What follows belongs to an exercise in optimizing a design on an open flow for small area, a short achievable clock period and few clock cycles; a production flow would make more cautious choices.
In this exercise RTL edits were held to simulation tests only and were not proved equivalent to the original.
Power is estimated from default activity; no workload was simulated.

==> run a: inputs <==
Design anpp_deframer, start of the top module:
module anpp_deframer (
    input  wire       clk,
    input  wire       rst,
    input  wire       cmd_valid,
    output wire       cmd_ready,
    input  wire [1:0] cmd_op,
    input  wire [7:0] cmd_data,
    output reg        rsp_valid,
    output reg  [7:0] rsp_data,
    output reg        rsp_frame,
    output reg        rsp_last
);
export LEC_CHECK = 0
export ABC_CLOCK_PERIOD_IN_PS = 4000
export CAP_MARGIN = 20
export CORE_MARGIN = 2
export CORE_UTILIZATION = 35
export CTS_CLUSTER_DIAMETER = 100
export CTS_CLUSTER_SIZE = 20
export SETUP_SLACK_MARGIN = 4.0
export SLEW_MARGIN = 20
export TNS_END_PERCENT = 100
create_clock -name core_clock -period 8.0 [get_ports {clk}]
run.sh (not shown) runs the stock make flow with config.mk's settings and CLKGATE_MAP_FILE= SYNTH_SCRIPT=/design/flow/synth_recipe.tcl, a recipe that flattens the netlist after the stock synthesis.
==> run b: changes against run a <==
Settings changed: ABC_CLOCK_PERIOD_IN_PS 4000 to 3500, SETUP_SLACK_MARGIN 4.0 to 4.6.
==> run c: changes against run a <==
--- a/flow/design.v
+++ b/flow/design.v
@@ -95,15 +95,16 @@
     reg        lrc_r;        
     reg [7:0]  s4;           
     reg        z2, z3, z4;   
     reg        o3, o4;       
     reg [8:0]  adist;        
-    reg [7:0]  cL;           
+    reg        la_on;        
     reg [7:0]  rem;          
     reg        rem_z;        
     reg [15:0] crc;
     reg [15:0] cexp;
+    reg        crc_eq;       
     reg        alt_f;
     reg [8:0]  alt_p;
     reg [8:0]  serr;         
     wire cur_frame = cur_v && (cur_k == K_FRAME);
     wire n_cmt_any = cmt_any;
@@ -123,25 +124,40 @@
     wire dec_ok = !tq_full && (fnd_nz || settled) && !rdcrc_block;
     wire rd_ok  = !tq_full;
     reg        ib_v;
     reg [1:0]  ib_op;
     reg [7:0]  ib_data;
+    reg        ib2_v;
+    reg [1:0]  ib2_op;
+    reg [7:0]  ib2_data;
     wire exec_ok = (ib_op == OP_ADD)    ? add_ok :
                    (ib_op == OP_DECODE) ? dec_ok : rd_ok;
     wire fire     = ib_v && exec_ok;
-    assign cmd_ready = !ib_v || exec_ok;
+    assign cmd_ready = !(ib_v && ib2_v);
+    wire take = cmd_valid && cmd_ready;
     always @(posedge clk) begin
         if (rst) begin
-            ib_v    <= 1'b0;
-            ib_op   <= 2'd0;
-            ib_data <= 8'd0;
-        end else if (cmd_valid && cmd_ready) begin
-            ib_v    <= 1'b1;
-            ib_op   <= cmd_op;
-            ib_data <= cmd_data;
-        end else if (fire) begin
-            ib_v    <= 1'b0;
+            ib_v     <= 1'b0;
+            ib_op    <= 2'd0;
+            ib_data  <= 8'd0;
+            ib2_v    <= 1'b0;
+            ib2_op   <= 2'd0;
+            ib2_data <= 8'd0;
+        end else if (fire && ib2_v) begin
+            ib_op    <= ib2_op;
+            ib_data  <= ib2_data;
+            ib2_v    <= take;
+            ib2_op   <= cmd_op;
+            ib2_data <= cmd_data;
+        end else if (fire || !ib_v) begin
+            ib_v     <= take;
+            ib_op    <= cmd_op;
+            ib_data  <= cmd_data;
+        end else if (!ib2_v) begin
+            ib2_v    <= take;
+            ib2_op   <= cmd_op;
+            ib2_data <= cmd_data;
         end
     end
     wire fire_add = fire && (ib_op == OP_ADD);
     wire append   = fire_add && !full;
     wire fire_dec = fire && (ib_op == OP_DECODE);
@@ -187,14 +203,14 @@
                         (rd_bank == 3'd3) ? rd_b3 : rd_b4;
     reg        bt_v, bt_frame, bt_last, bt_mem;
     reg [7:0]  bt_imm;
     wire       lrc_ok = lrc_r;
     wire       crc0_ok = o3 && o4;
-    wire       crc_ok  = (crc == cexp);
+    wire       crc_ok  = crc_eq;
     wire       hunt_eval = !mode && (wn == 3'd5);
     wire       cmp       = mode && rem_z;
-    wire       la_valid  = (rem != cL);
+    wire       la_valid  = la_on;
     wire       refetch_c = cmp && !crc_ok && alt_f;
     wire       ev        = hunt_eval || (cmp && !crc_ok && !alt_f);
     wire       ev_drop   = ev && !lrc_ok;
     wire       ev_l0     = ev && lrc_ok && z2;
     wire       ev_l0_ok  = ev_l0 && crc0_ok;
@@ -224,11 +240,12 @@
                                  : nmb + (land ? 2'd1 : 2'd0) - (take_mb ? 2'd1 : 2'd0);
     wire       do_fetch  = sc_port && !refetch_c;
     wire [8:0] cp_m5 = subk(cp, 3'd5);
     wire [8:0] cp_m4 = subk(cp, 3'd4);
     wire [15:0] crc_c   = ev ? crc16_byte(16'hFFFF, 8'h00) : crc16_byte(crc, 8'h00);
-    wire [15:0] crc_nx  = crc_c ^ crc16_byte(16'h0000, b);
+    wire [15:0] crc_ub  = crc16_byte(16'h0000, b);
+    wire [15:0] crc_nx  = crc_c ^ crc_ub;
     reg [21:0] hi_inc;
     integer hk;
     always @(*) begin
         for (hk = 0; hk < 22; hk = hk + 1)
             hi_inc[hk] = crc_errors[10 + hk] ^ (chi & ((crc_errors[31:10] & ((22'd1 << hk) - 22'd1)) == ((22'd1 << hk) - 22'd1)));
@@ -237,10 +254,12 @@
                   (cur_k == K_RDCRC && cur_p[1:0] == 2'd3) || (cur_k == K_RDST && cur_p[0]);
     wire done_w = cur_v && out_go && fin_c;
     wire pop_w  = (!cur_v || done_w) && tq_nz;
     wire push_t = fire_dec || fire_rd;
     wire push_sc = !sc_stall && push_now;
+    wire popf    = pop_w && (tq_hk == K_FRAME);
+    reg [RB:0] n_cmt;        
     wire [TB:0] tq_n_n    = tq_n + (push_t ? 1'b1 : 1'b0) - (pop_w ? 1'b1 : 1'b0);
     wire [TB:0] n_rdst_n  = n_rdst + ((fire_rd && ib_op[0]) ? 1'b1 : 1'b0)
                                    - ((pop_w && tq_hk == K_RDST) ? 1'b1 : 1'b0);
     wire [TB:0] n_rdcrc_n = n_rdcrc + ((fire_rd && !ib_op[0]) ? 1'b1 : 1'b0)
                                     - ((pop_w && tq_hk == K_RDCRC) ? 1'b1 : 1'b0);
@@ -251,19 +270,20 @@
                             !sc_stall ? (push_now ? 9'd0 : errs_bef) : serr;
     wire [8:0]  crcd0_n   = (push_sc && !fnd_nz) ? errs_bef : dec_frm ? 9'd0 : crcd0;
     always @(posedge clk) begin
         if (rst) begin
             tq_nz <= 1'b0; tq_full <= 1'b0; rdst_nz <= 1'b0; rdcrc_nz <= 1'b0;
-            tot_full <= 1'b0; fnd_nz <= 1'b0; cmt_any <= 1'b0; serr_nz <= 1'b0; crcd0_nz <= 1'b0;
+            tot_full <= 1'b0; fnd_nz <= 1'b0; cmt_any <= 1'b0; n_cmt <= 0; serr_nz <= 1'b0; crcd0_nz <= 1'b0;
         end else begin
-            tq_nz    <= (tq_n_n != 0);
-            tq_full  <= (tq_n_n == TN);
-            rdst_nz  <= (n_rdst_n != 0);
-            rdcrc_nz <= (n_rdcrc_n != 0);
-            tot_full <= (n_tot_n == RN);
-            fnd_nz   <= (n_fnd_n != 0);
-            cmt_any  <= (n_tot_n != n_fnd_n);
+            tq_nz    <= push_t || (tq_n > 1) || (tq_n == 1 && !pop_w);
+            tq_full  <= (tq_n == TN && !(pop_w && !push_t)) || (tq_n == TN - 1 && push_t && !pop_w);
+            rdst_nz  <= (fire_rd && ib_op[0]) || (n_rdst > 1) || (n_rdst == 1 && !(pop_w && tq_hk == K_RDST));
+            rdcrc_nz <= (fire_rd && !ib_op[0]) || (n_rdcrc > 1) || (n_rdcrc == 1 && !(pop_w && tq_hk == K_RDCRC));
+            tot_full <= (n_tot == RN && !(popf && !push_sc)) || (n_tot == RN - 1 && push_sc && !popf);
+            fnd_nz   <= push_sc || (n_fnd > 1) || (n_fnd == 1 && !dec_frm);
+            cmt_any  <= dec_frm || (n_cmt > 1) || (n_cmt == 1 && !popf);
+            n_cmt    <= n_cmt + (dec_frm ? 1'b1 : 1'b0) - (popf ? 1'b1 : 1'b0);
             serr_nz  <= (serr_n != 9'd0);
             crcd0_nz <= (crcd0_n != 9'd0);
         end
     end
     always @(posedge clk) begin
@@ -277,12 +297,12 @@
             cur_v <= 1'b0; cur_k <= 2'd0; cur_p <= 9'd0; cur_e <= 9'd0;
             cur_ph <= 2'd0;
             wn <= 3'd0; mode <= 1'b0; sp <= 9'd0; cp <= 9'd0; fp <= 9'd0;
             unf <= 9'd0; nmb <= 2'd0; rd_own <= 1'b0; unf_z <= 1'b1; unf_1 <= 1'b0; cur_fin <= 1'b0; tq_hk <= 2'd0; sc_port <= 1'b0; mb2 <= 8'd0;
             bt_v <= 1'b0; bt_frame <= 1'b0; bt_last <= 1'b0; bt_mem <= 1'b0; bt_imm <= 8'd0; room_ok <= 1'b1; full <= 1'b0; mb0 <= 8'd0; mb1 <= 8'd0; lrc_r <= 1'b0; s4 <= 8'd0; adist <= 9'd0;
-            z2 <= 1'b1; z3 <= 1'b1; z4 <= 1'b1; o3 <= 1'b0; o4 <= 1'b0; cL <= 8'd0; rem <= 8'd0; rem_z <= 1'b1;
-            crc <= 16'hFFFF; cexp <= 16'd0; alt_f <= 1'b0; alt_p <= 9'd0;
+            z2 <= 1'b1; z3 <= 1'b1; z4 <= 1'b1; o3 <= 1'b0; o4 <= 1'b0; la_on <= 1'b0; rem <= 8'd0; rem_z <= 1'b1;
+            crc <= 16'hFFFF; cexp <= 16'd0; crc_eq <= 1'b0; alt_f <= 1'b0; alt_p <= 9'd0;
             serr <= 9'd0;
             w0 <= 8'd0; w1 <= 8'd0; w2 <= 8'd0; w3 <= 8'd0; w4 <= 8'd0;
             rsp_valid <= 1'b0; rsp_data <= 8'd0; rsp_frame <= 1'b0; rsp_last <= 1'b0;
         end else begin
             if (fire_add) begin
@@ -424,11 +444,14 @@
                 mb2 <= t2;
             end
             unf     <= unf_n;
             nmb     <= nmb_n;
             unf_z   <= !unf_nz;
-            unf_1   <= (unf_n == 9'd1);
+            unf_1   <= !refetch_c &&
+                       ((unf_z && (append && !take_cmd) && !do_fetch) ||
+                        (unf_1 && ((append && !take_cmd) == do_fetch)) ||
+                        (unf == 9'd2 && do_fetch && !(append && !take_cmd)));
             sc_port <= unf_nz && (refetch_c ||
                        (nmb == 2'd0) ||
                        (nmb == 2'd1 && !(land && do_fetch && !take_mb)) ||
                        (nmb == 2'd2 && ((!land && !do_fetch) || (take_mb && !(land && do_fetch)))) ||
                        (nmb == 2'd3 && take_mb && !land && !do_fetch));
@@ -483,22 +506,25 @@
                         mode <= 1'b0;
                         wn   <= bv ? 3'd1 : 3'd0;
                     end else begin
                         sp    <= cp_m5;
                         mode  <= 1'b1;
-                        cL    <= w2;
+                        la_on <= bv;
                         cexp  <= {w4, w3};
                         alt_f <= 1'b0;
                         rem   <= bv ? w2 - 8'd1 : w2;
                         rem_z <= bv && (w2 == 8'd1);
                         crc   <= bv ? crc_nx : 16'hFFFF;
+                        crc_eq <= bv ? (crc_ub == (crc16_byte(16'hFFFF, 8'h00) ^ {w4, w3})) : crc0_ok;
                     end
                 end else if (mode) begin
                     if (bv) begin
+                        la_on <= 1'b1;
                         rem <= rem - 8'd1;
                         rem_z <= (rem == 8'd1);
                         crc <= crc_nx;
+                        crc_eq <= (crc_ub == (crc16_byte(crc, 8'h00) ^ cexp));
                     end
                     if (la_valid && lrc_ok && !alt_f) begin
                         alt_f <= 1'b1;
                         alt_p <= cp_m5;
                         adist <= bv ? 9'd6 : 9'd5;
Settings changed: SETUP_SLACK_MARGIN 4.0 to 3.7.
==> notes <==
Total power: run b > run c > run a.
In run a the clock power is lower than in run b, by about 0.6%.
The lowest final cell count belongs to run a, the highest to run b.
The highest sequential share of layout area belongs to run c, the lowest to run b.
Of run c and run a, run a has the higher register-to-register slack (gap 0.23 ns).
Of run c and run b, run c has the higher area after synthesis (gap 0.91%, measured against run b).
Sequential power is about the same in run b and run a.
Of run b and run c, run c has the higher die area (gap about 0.9%, measured against run c).
Against run c, the sequential cell count of run a is lower by 9.
Between run b and run c, the lower hold slack is in run b (gap 0.011 ns).
Core utilization, lowest first: run c, run a, run b.
Testbench counts of run a, summed over its fixed seeds: cycles 61,906.
Testbench counts of run b, summed over its fixed seeds: cycles 61,906.
Testbench counts of run c, summed over its fixed seeds: cycles 61,906.

[port drivers added, routing unchanged]
How much do the figures lean on ideal ports? The routed layouts below were timed once more, with nothing changed but the port constraints. Step 1 sets driving cells, clkbuf_16 on the clock port and buf_2 on the other inputs (assumed; they add their load-dependent delay and slew). Step 2 also shifts input and output timing later by t, the mid clock arrival at the registers, as if the neighbouring blocks saw the same clock. a / b / c = ideal ports / drivers / drivers and shift; a / b = the first two.
| run | t, ns | setup slack, ns | worst setup path at the end |
|---|---|---|---|
| run a | 0.957 | 3.810 / 3.708 / 3.876 | input to register |
| run b | 0.986 | 3.887 / 3.785 / 3.905 | input to register |
| run c | 0.972 | 3.796 / 3.796 / 3.796 | register to register |
After both steps setup and hold are still met in every run listed.
